Background: an optimization exercise with open tools, aiming at small area. Do not read the settings as production practice.
No functional check of the RTL was part of this run.
Power is estimated from default activity; no workload was simulated.

$ cat flow/flow/run.sh
#!/bin/bash
# Standard ORFS layout with an area-oriented ABC script, small port buffers
# and a lean clock tree. Each tool's full output goes to a log file in the
# folder this runs in.
set -uo pipefail
cd "$(dirname "$0")/.."
export FLOW_WORK="$PWD"
bash standard.sh \
  "SYNTH_SCRIPT=$PWD/flow/synth.tcl" \
  "ADDER_MAP_FILE=" \
  "BUFFER_PORTS_ARGS=-buffer_cell sky130_fd_sc_hd__buf_1" \
  "CTS_ARGS=-sink_clustering_enable -repair_clock_nets -dont_use_dummy_load -buf_list {sky130_fd_sc_hd__clkbuf_2 sky130_fd_sc_hd__clkbuf_4 sky130_fd_sc_hd__clkbuf_8}" \
  finish > standard.log 2>&1
$ cat flow/flow/area.abc
strash
dc2
&get -n
&dch -f
&nf -a -R 1000
&put
$ cat flow/flow/synth.tcl
# The standard synthesis (synth_recipe.tcl), with ABC mapping for area:
# ORFS's abc call is given area.abc as its script and no delay target.
proc abc {args} {
  set i [lsearch -exact $args -script]
  if {$i >= 0} {
    set args [lreplace $args $i [expr {$i + 1}] -script $::env(FLOW_WORK)/flow/area.abc]
  }
  set j [lsearch -exact $args -D]
  if {$j >= 0} {
    set args [lreplace $args $j [expr {$j + 1}]]
  }
  yosys abc {*}$args
}
source $::env(FLOW_WORK)/synth_recipe.tcl
$ cat flow/standard.sh
#!/bin/bash
# synth_recipe.tcl (not shown) runs the flow's synth.tcl, then flattens the netlist and writes it again
# the make line also repeats each setting of config.mk as NAME=value (left out here)
make -C /OpenROAD-flow-scripts/flow DESIGN_CONFIG=/design/flow/config.mk WORK_HOME=/design/flow/orfs CLKGATE_MAP_FILE= SYNTH_SCRIPT=/design/flow/synth_recipe.tcl "${@:-finish}"
$ cat flow/config.mk
export PLATFORM = sky130hd
export DESIGN_NAME = wh8_core
export DESIGN_NICKNAME = wh8_core
export VERILOG_FILES = /design/flow/design.v
export SDC_FILE = /design/flow/constraint.sdc
export NUM_CORES = 4
export LEC_CHECK = 0
export ABC_AREA = 1
export CAP_MARGIN = 20
export CORE_MARGIN = 2
export CORE_UTILIZATION = 40
export SLEW_MARGIN = 20
$ cat flow/constraint.sdc
create_clock -name core_clock -period 10.0 [get_ports {clk}]
set_input_delay 2.0000 -clock core_clock [delete_from_list [all_inputs] [get_ports {clk}]]
set_output_delay 2.0000 -clock core_clock [all_outputs]
set_load 0.01 [all_outputs]
$ cat flow/design.v
module wh8_core (
    input  wire       clk,
    input  wire       rst,
    input  wire       disp_valid,
    output wire       disp_ready,
    input  wire [1:0] disp_seg,
    input  wire [7:0] disp_pc,
    input  wire [7:0] disp_acc,
    input  wire [7:0] disp_x,
    input  wire [7:0] disp_y,
    input  wire       disp_z,
    input  wire [7:0] disp_ir,
    input  wire [7:0] disp_quantum,
    output wire       mem_req,
    output wire       mem_we,
    output wire [9:0] mem_addr,
    output wire [7:0] mem_wdata,
    input  wire       mem_ack,
    input  wire [7:0] mem_rdata,
    output wire       ret_valid,
    output wire       done_valid,
    output wire [2:0] done_cause,
    output wire [7:0] r_pc,
    output wire [7:0] r_acc,
    output wire [7:0] r_x,
    output wire [7:0] r_y,
    output wire       r_z,
    output wire [7:0] r_ir,
    output wire       con_valid,
    output wire [7:0] con_data
);
    localparam [4:0] S_IDLE  = 5'd0;    
    localparam [4:0] S_FETCH = 5'd1;    
    localparam [4:0] S_PCA1  = 5'd2;    
    localparam [4:0] S_ARG1  = 5'd3;    
    localparam [4:0] S_LDLO  = 5'd4;    
    localparam [4:0] S_PCA2  = 5'd5;    
    localparam [4:0] S_ARG2  = 5'd6;    
    localparam [4:0] S_STA1  = 5'd7;    
    localparam [4:0] S_READ  = 5'd8;    
    localparam [4:0] S_EXEC  = 5'd9;    
    localparam [4:0] S_WRITE = 5'd10;   
    localparam [4:0] S_BNEX  = 5'd11;   
    localparam [4:0] S_PCR   = 5'd12;   
    localparam [4:0] S_RET   = 5'd13;   
    localparam [4:0] S_DECQ  = 5'd14;   
    localparam [4:0] S_SYS1  = 5'd15;   
    localparam [4:0] S_DSUB  = 5'd16;   
    localparam [4:0] S_INCD  = 5'd17;   
    localparam [4:0] S_REST  = 5'd18;   
    localparam [4:0] S_STR   = 5'd19;   
    localparam [4:0] S_FAULT = 5'd20;   
    localparam [4:0] S_DONE  = 5'd21;   
    reg [4:0] st;
    reg [1:0] ph;
    reg [7:0] pc, acc, x, y, qc, lo, dr;    
    reg [7:0] ir;
    reg       z;
    reg [1:0] seg;
    reg [2:0] cause;    
    reg       cf;       
    wire p0 = (ph == 2'd0);
    wire p3 = (ph == 2'd3);
    function [7:0] at3(input [7:0] r);
        at3 = {r[1:0], r[7:2]};
    endfunction
    wire op_brk  = ir == 8'h00;
    wire op_adc  = ir == 8'h6D;
    wire op_sta  = ir == 8'h8D;
    wire op_ldyi = ir == 8'hA0;
    wire op_ldxi = ir == 8'hA2;
    wire op_ldai = ir == 8'hA9;
    wire op_ldya = ir == 8'hAC;
    wire op_ldaa = ir == 8'hAD;
    wire op_ldxa = ir == 8'hAE;
    wire op_bne  = ir == 8'hD0;
    wire op_nop  = ir == 8'hEA;
    wire op_cpx  = ir == 8'hEC;
    wire op_inc  = ir == 8'hEE;
    wire op_sys  = ir == 8'hFF;
    wire op_ldi  = op_ldyi | op_ldxi | op_ldai;
    wire op_abs  = op_adc | op_sta | op_ldya | op_ldaa | op_ldxa | op_cpx | op_inc;
    wire legal   = op_brk | op_nop | op_sys | op_ldi | op_bne | op_abs;
    wire memst = (st == S_FETCH) | (st == S_ARG1) | (st == S_ARG2) | (st == S_READ) |
                 (st == S_WRITE) | (st == S_STR);
    assign mem_req   = p0 & memst;
    assign mem_we    = (st == S_WRITE);
    wire   use_lo    = (st == S_READ) | (st == S_WRITE) | (st == S_STR);
    assign mem_addr  = {seg, use_lo ? lo : pc};
    assign mem_wdata = dr;
    wire   xfer      = mem_req & mem_ack;
    wire run = ~(p0 & ((memst & ~mem_ack) | ((st == S_IDLE) & ~disp_valid)));
    reg [1:0] kd;
    always @(*) begin
        case ({cause[1:0], ph})
            4'b00_00: kd = 2'd0;  4'b00_01: kd = 2'd1;  4'b00_10: kd = 2'd2;  4'b00_11: kd = 2'd1;
            4'b01_00: kd = 2'd2;  4'b01_01: kd = 2'd2;  4'b01_10: kd = 2'd0;  4'b01_11: kd = 2'd0;
            4'b10_00: kd = 2'd1;  default:  kd = 2'd0;
        endcase
    end
    localparam [2:0] A_0 = 3'd0, A_PC = 3'd1, A_ACC = 3'd2, A_LO = 3'd3, A_DR = 3'd4, A_QC = 3'd5, A_Y = 3'd6;
    localparam [2:0] B_0 = 3'd0, B_DR = 3'd1, B_K = 3'd2, B_NK = 3'd3, B_ONES = 3'd4;
    reg [2:0] asel, bsel;
    reg       cin0;
    reg       w_pc, w_acc, w_x, w_y, w_qc, w_lo, w_dr, clr_dr;
    always @(*) begin
        asel = A_0; bsel = B_0; cin0 = 1'b0;
        w_pc = 1'b0; w_acc = 1'b0; w_x = 1'b0; w_y = 1'b0; w_qc = 1'b0; w_lo = 1'b0; w_dr = 1'b0;
        clr_dr = 1'b0;
        case (st)
            S_PCA1, S_PCA2, S_PCR: begin asel = A_PC; cin0 = 1'b1; w_pc = 1'b1; end
            S_LDLO: begin asel = A_DR; w_lo = 1'b1; end
            S_STA1: begin asel = A_ACC; w_dr = 1'b1; end
            S_EXEC: begin
                if (op_adc) begin asel = A_ACC; bsel = B_DR; w_acc = 1'b1; end
                else if (op_inc) begin asel = A_DR; cin0 = 1'b1; w_dr = 1'b1; end
                else begin
                    asel = A_DR;
                    w_acc = op_ldai | op_ldaa;
                    w_x   = op_ldxi | op_ldxa;
                    w_y   = op_ldyi | op_ldya;
                end
            end
            S_BNEX: begin asel = A_PC; bsel = z ? B_0 : B_DR; cin0 = 1'b1; w_pc = 1'b1; end
            S_DECQ: begin asel = A_QC; bsel = B_ONES; w_qc = 1'b1; end
            S_SYS1: begin asel = A_Y; w_lo = 1'b1; clr_dr = 1'b1; end
            S_DSUB: begin asel = A_LO; bsel = B_NK; cin0 = 1'b1; w_lo = 1'b1; end
            S_INCD: begin asel = A_DR; cin0 = 1'b1; w_dr = 1'b1; end
            S_REST: begin asel = A_LO; bsel = B_K; w_lo = 1'b1; clr_dr = 1'b1; end
            S_STR:  begin asel = A_LO; cin0 = 1'b1; w_lo = 1'b1; end
            S_FAULT: begin w_pc = 1'b1; w_acc = 1'b1; w_x = 1'b1; w_y = 1'b1; end
            default: ;
        endcase
    end
    reg [1:0] ad, bd;
    always @(*) begin
        case (asel)
            A_PC:    ad = pc[1:0];
            A_ACC:   ad = acc[1:0];
            A_LO:    ad = lo[1:0];
            A_DR:    ad = dr[1:0];
            A_QC:    ad = qc[1:0];
            A_Y:     ad = y[1:0];
            default: ad = 2'd0;
        endcase
        case (bsel)
            B_DR:    bd = dr[1:0];
            B_K:     bd = kd;
            B_NK:    bd = ~kd;
            B_ONES:  bd = 2'b11;
            default: bd = 2'd0;
        endcase
    end
    wire       ci = p0 ? cin0 : cf;
    wire [2:0] sum = {1'b0, ad} + {1'b0, bd} + {2'b0, ci};
    wire [1:0] sd = sum[1:0];
    wire       co = sum[2];
    wire       idle = (st == S_IDLE);
    wire [1:0] d_pc  = disp_pc[2*ph +: 2];
    wire [1:0] d_acc = disp_acc[2*ph +: 2];
    wire [1:0] d_x   = disp_x[2*ph +: 2];
    wire [1:0] d_y   = disp_y[2*ph +: 2];
    wire [1:0] d_qc  = disp_quantum[2*ph +: 2];
    wire [1:0] n_pc  = idle ? d_pc  : w_pc  ? sd : pc[1:0];
    wire [1:0] n_acc = idle ? d_acc : w_acc ? sd : acc[1:0];
    wire [1:0] n_x   = idle ? d_x   : w_x   ? sd : x[1:0];
    wire [1:0] n_y   = idle ? d_y   : w_y   ? sd : y[1:0];
    wire [1:0] n_qc  = idle ? d_qc  : w_qc  ? sd : qc[1:0];
    wire [1:0] n_lo  = w_lo ? sd : lo[1:0];
    wire [1:0] n_dr  = w_dr ? sd : clr_dr ? 2'd0 : dr[1:0];
    wire y_ge10 = (y >= 8'd10);
    reg  pcond;
    always @(*) begin
        case (cause[1:0])
            2'd0:    pcond = (dr != 8'd0);
            2'd1:    pcond = y_ge10;
            default: pcond = 1'b1;
        endcase
    end
    assign disp_ready = idle & p3;
    assign ret_valid  = p0 & (st == S_RET);
    assign done_valid = p0 & ((st == S_DONE) | ((st == S_RET) & (qc == 8'd1)));
    assign done_cause = (st == S_DONE) ? cause : 3'd0;
    assign r_pc  = pc;
    assign r_acc = acc;
    assign r_x   = x;
    assign r_y   = y;
    assign r_z   = z;
    assign r_ir  = ir;
    assign con_valid = p0 & (((st == S_STR) & mem_ack & (mem_rdata != 8'd0)) |
                             ((st == S_REST) & pcond));
    assign con_data  = (st == S_STR) ? mem_rdata : {4'h3, dr[3:0]};
    wire [7:0] x3  = at3(x);
    wire [7:0] qc3 = at3(qc);
    wire       dr_zero = (dr == 8'd0);
    reg  [4:0] st_n;
    reg  [2:0] cause_n;
    always @(*) begin
        st_n = st;
        cause_n = cause;
        case (st)
            S_IDLE:  st_n = S_FETCH;
            S_FETCH: begin
                if (!legal)      begin st_n = S_FAULT; cause_n = 3'd3; end
                else if (op_brk) begin st_n = S_FAULT; cause_n = 3'd1; end
                else if (op_sys) begin
                    if (x3 == 8'd1 || x3 == 8'd2) begin st_n = S_SYS1; cause_n = 3'd0; end
                    else begin st_n = S_FAULT; cause_n = 3'd6; end
                end
                else st_n = S_PCA1;
            end
            S_PCA1:  st_n = op_nop ? S_RET : S_ARG1;
            S_ARG1:  st_n = op_ldi ? S_EXEC : op_bne ? S_BNEX : S_LDLO;
            S_LDLO:  st_n = S_PCA2;
            S_PCA2:  st_n = S_ARG2;
            S_ARG2: begin
                if (!dr_zero) begin st_n = S_FAULT; cause_n = 3'd5; end
                else st_n = op_sta ? S_STA1 : S_READ;
            end
            S_STA1:  st_n = S_WRITE;
            S_READ:  st_n = S_EXEC;
            S_EXEC:  st_n = op_inc ? S_WRITE : S_PCR;
            S_WRITE: st_n = S_PCR;
            S_BNEX:  st_n = S_RET;
            S_PCR:   st_n = S_RET;
            S_RET:   st_n = (qc3 == 8'd1) ? S_IDLE : (qc3 == 8'd0) ? S_FETCH : S_DECQ;
            S_DECQ:  st_n = S_FETCH;
            S_SYS1:  st_n = (x3 == 8'd1) ? S_DSUB : S_STR;
            S_DSUB:  st_n = co ? S_INCD : S_REST;
            S_INCD:  st_n = S_DSUB;
            S_REST: begin
                cause_n = cause + 3'd1;
                st_n = (cause[1:0] == 2'd2) ? S_PCR : S_DSUB;
            end
            S_STR: begin
                if (dr_zero) st_n = S_PCR;
                else if (co) begin st_n = S_FAULT; cause_n = 3'd7; end
            end
            S_FAULT: st_n = S_DONE;
            default: st_n = S_IDLE;
        endcase
    end
    always @(posedge clk) begin
        if (rst) begin
            st <= S_IDLE;
            ph <= 2'd0;
        end else if (run) begin
            ph <= ph + 2'd1;
            if (p3) begin
                st <= st_n;
                cause <= cause_n;
            end
        end
    end
    always @(posedge clk) begin
        if (run) begin
            cf  <= co;
            pc  <= {n_pc,  pc[7:2]};
            acc <= {n_acc, acc[7:2]};
            x   <= {n_x,   x[7:2]};
            y   <= {n_y,   y[7:2]};
            qc  <= {n_qc,  qc[7:2]};
            lo  <= {n_lo,  lo[7:2]};
            if (xfer && !mem_we) dr <= {mem_rdata[1:0], mem_rdata[7:2]};
            else                 dr <= {n_dr, dr[7:2]};
        end
        if (idle) begin
            ir  <= disp_ir;
            z   <= disp_z;
            seg <= disp_seg;
        end else if (st == S_FAULT) begin
            ir <= 8'd0;
            z  <= 1'b0;
        end else begin
            if (xfer && st == S_FETCH) ir <= mem_rdata;
            if (run && st == S_EXEC && op_cpx) z <= (p0 | z) & (x[1:0] == dr[1:0]);
        end
    end
endmodule
==> results.txt <==
[power groups by stage]
stage	clock (W)	combinational, W	sequential (W)
global route	0.000199	0.000245	0.000551
CTS	0.000188	0.000224	0.000539
global placement	0	0.000223	0.000541
floorplan	0	0.000103	0.000551
finish	0.000182	0.000223	0.000539
detailed placement	0	0.000223	0.000545
[cells in the final DEF, fill, tap and decap left out, drive strengths merged, types with 4 or more instances in the layout]
| cell | n |
|---|---|
| xnor2 | 4 |
| a22o | 10 |
| dfxtp | 7 |
| o31ai | 4 |
| buf | 142 |
| a21oi | 36 |
| nand4 | 4 |
| and2 | 8 |
| or2 | 6 |
| mux2 | 14 |
| nor2b | 11 |
| o2111ai | 4 |
| nand2 | 60 |
| clkbuf | 9 |
| o211ai | 6 |
| nand2b | 9 |
| nor2 | 51 |
| nor4 | 11 |
| nand3 | 13 |
| nor3 | 25 |
| edfxtp | 71 |
| nor3b | 5 |
| o21ai | 17 |
| a222oi | 7 |
| clkinv | 6 |
| or3 | 4 |
| xor2 | 4 |
| a22oi | 16 |
| a31oi | 4 |
| a211oi | 5 |
[final cells by class]
cell class                      instances  area share [%]
Timing Repair Buffer                  142           10.45
Tap cell                              140           3.339
Multi-Input combinational cell        359           40.11
Sequential cell                        78           43.31
Inverter                                6          0.4293
Clock buffer                            9           2.361
[synth_stat cells, types with 2 or more instances]
| cell type | n | area share [%] |
|---|---|---|
| a2111oi_0 | 2 | 0.40 |
| a211oi_1 | 5 | 0.86 |
| a21oi_1 | 36 | 4.1 |
| a222oi_1 | 7 | 1.6 |
| a22o_1 | 10 | 2.0 |
| a22oi_1 | 16 | 2.7 |
| a31oi_1 | 4 | 0.57 |
| and2_0 | 8 | 1.1 |
| and3_1 | 2 | 0.29 |
| clkinv_1 | 6 | 0.51 |
| dfxtp_1 | 7 | 3.2 |
| edfxtp_1 | 71 | 49 |
| mux2_1 | 14 | 3.6 |
| nand2_1 | 60 | 5.1 |
| nand2b_1 | 9 | 1.3 |
| nand3_1 | 13 | 1.5 |
| nand4_1 | 4 | 0.57 |
| nor2_1 | 51 | 4.4 |
| nor2b_1 | 11 | 1.6 |
| nor3_1 | 25 | 2.9 |
| nor3b_1 | 5 | 0.86 |
| nor4_1 | 11 | 1.6 |
| o2111ai_1 | 4 | 0.80 |
| o211ai_1 | 6 | 1.0 |
| o21ai_0 | 17 | 1.9 |
| o221ai_1 | 2 | 0.40 |
| o22ai_1 | 2 | 0.29 |
| o31ai_1 | 4 | 0.68 |
| or2_0 | 6 | 0.86 |
| or3_1 | 4 | 0.57 |
| xnor2_1 | 4 | 0.80 |
| xor2_1 | 4 | 0.80 |
[state kept, by name, indices dropped and copies added (netlist names), 3 cells and up]
signal,count
qc,8
dr,8
y,8
x,8
lo,8
cause,3
pc,8
st,5
ir,8
acc,8
[critical path, stage by stage]
cell and delay (ps):
buf_1 180, nor4_1 90, a21oi_1 380, a22oi_1 120
nor2_1 110, buf_1 150
[per-stage QoR]
stage | utilization, % | worst slack, ps | cell area (um2) | instances | hold slack, ps
2_1_floorplan | - | 4652 | 4388 | 443 | 418.7
3_3_place_gp | 47.46 | 5043 | 5122 | 725 | 430.4
3_5_place_dp | 47.46 | 5011 | 5122 | 725 | 432.9
4_1_cts | 48.61 | 4977 | 5246 | 734 | 447.4
5_1_grt | 48.61 | 4777 | 5246 | 734 | 465.0
6_report | 48.61 | 4959 | 5246 | 734 | 452.8
[logic make-up after synthesis]
family | count (synthesis) | synth area share (%)
AOI/OAI and AO/OA | 120 | 18.36
xor gates and xnor gates | 8 | 1.597
adders and majority gates | 1 | 0.2281
buffers and inverters | 6 | 0.5132
DFF | 78 | 51.78
muxes | 14 | 3.593
and+or+nand+nor | 216 | 23.92
[routing by layer]
layer | part of all wire, % | wire (um) | vias to the layer above | GRT usage [%]
met5 | 0 | 0 | - | 0
met4 | 2.8 | 397 | 0 | 10.99
met3 | 6.9 | 983 | 26 | 4.304
met2 | 47 | 6678 | 168 | 38.62
met1 | 44 | 6291 | 2055 | 34.53
li1 | - | - | 2041 | -
[final timing paths]
kind / from / endpoint / cells after the start
worst min register to register: qc[3] / qc[1] / 0
worst max-delay path: mem_rdata[0] / con_valid / 6
worst max register to register: st[0] / st[4] / 15
worst min-delay path: qc[3] / qc[1] / 0
==> impl_metrics.ini <==
[pwr]
p_leak_nw = 1.727
power.total_w = 0.0009436
switchingPower_w = 0.0003173
p_int_w = 0.0006263
clockPowerShare_pct = 19.3
pwr-share-comb_pct = 23.6
power.density_nw_per_um2 = 179.9
irDropWorstVdd_mv = 0.09474
seqPwrFrac_pct = 57.1
switching_share_pct = 33.63

[floorplanning]
die_x_um = 108.7
dieArea_um2 = 11820
fp-row-count = 38
die_h_um = 108.7
ios = 139
start_util_pct = 40.66
core_area_um2 = 10790

[placed_design]
gp_congestion = 0.9472
io_buffers = 138
dp_hpwl_mm = 10.94

[clocking]
clockBufferDepth = 2
clock_sinks = 78
clock_latency_ps = 360
numCtsBuffers = 9
clk_pin_slew_worst_paths_ps = 50
cts_root_buf = clkbuf_8
cts_tree = done
cts_htree_levels = 3
postCtsHoldBufs = 0
cts-resized-gates = 0
cts_setup_buffers = 0

[synth]
synth_cells = 443
synth-seq-area-share_pct = 51.78
syn-cell-area_um2 = 4388
syn-num-nets = 506
synth-seq-cells = 78
synth-async-reset-ratio_pct = 0
ys_warn_count = 1
yosysUniqueCellTypes = 45
synth_edf_count = 71
ys.flop_type = edfxtp_1
syn_area_per_cell_um2 = 9.905

[layout]
finalNetCount = 659
drive_gt1_share_pct = 2.357
fillers = 1066
area_growth_pct = 19.56
multiInputGateArea_um2 = 2105
seq_area_um2 = 2272
diodes = 0

[routing]
drt_iter0_drc = 403
vias = 4290
wl_mm = 14.35
viasPerCell = 5.845
routedWlPerCell_um = 19.55
drc = 0
antenna_left = 0
dr.pass1.iters = 5

[timing]
finalMaxSlewViolations = 0
final_hold_viol_count = 0
fin_crit_sh_pct = 50.41
finalCriticalPeriod_ps = 5041
max_freq_mhz = 198.4
tns_ps = 0
tightest_slew_ps = 941.1
slew_headroom_pct = 37.13
fin_worst_skew_ps = 23.92
finalSetupViolCount = 0
rsz0062_at_grt = false

[global_route]
grt_max_degree = 44
grt_pass1_wl_mm = 22.11
overflow = 0
antenna_found_initial = 0
grt.total_usage_pct = 25.00
grt_pass1_vias = 4031

[critical_path]
end_kind = primary output
crit_type = in2out
r2r_setup_slack_ps = 5350
arrival_ps = 3040
start_kind = input port
worst-path-max-fanout = 4
crit_required_ps = 8000

[hold_path]
min_path_type = reg2reg

[run]
maxCapViolCount = 0

[outcome]
status = timing/DRC/antenna clean

static timing again, ports no longer ideal:
No port has a modelled driver above. Below, the same layout with a new extraction and two added sets of constraints.
Step 1 assumes that a clkbuf_16 drives the clock port and a buf_2 every other input.
Step 2 times the ports against the registers' clock, not the clock port: input delays grow and output delays shrink by t, the midpoint of the rising clock arrivals with the driver on.
Slacks: ideal / step 1 / step 2; pairs: ideal / step 1.
shift t [ns]: 0.388
slack for setup (ns): 4.959 / 4.938 / 4.938
worst setup path after step 2: input to output
worst register clock-pin slew, ns: 0.08 / 0.08
After both steps setup and hold are still met in this run. The setup slack of this run moves by -0.021 ns with the drivers and by -0.021 ns with both steps.
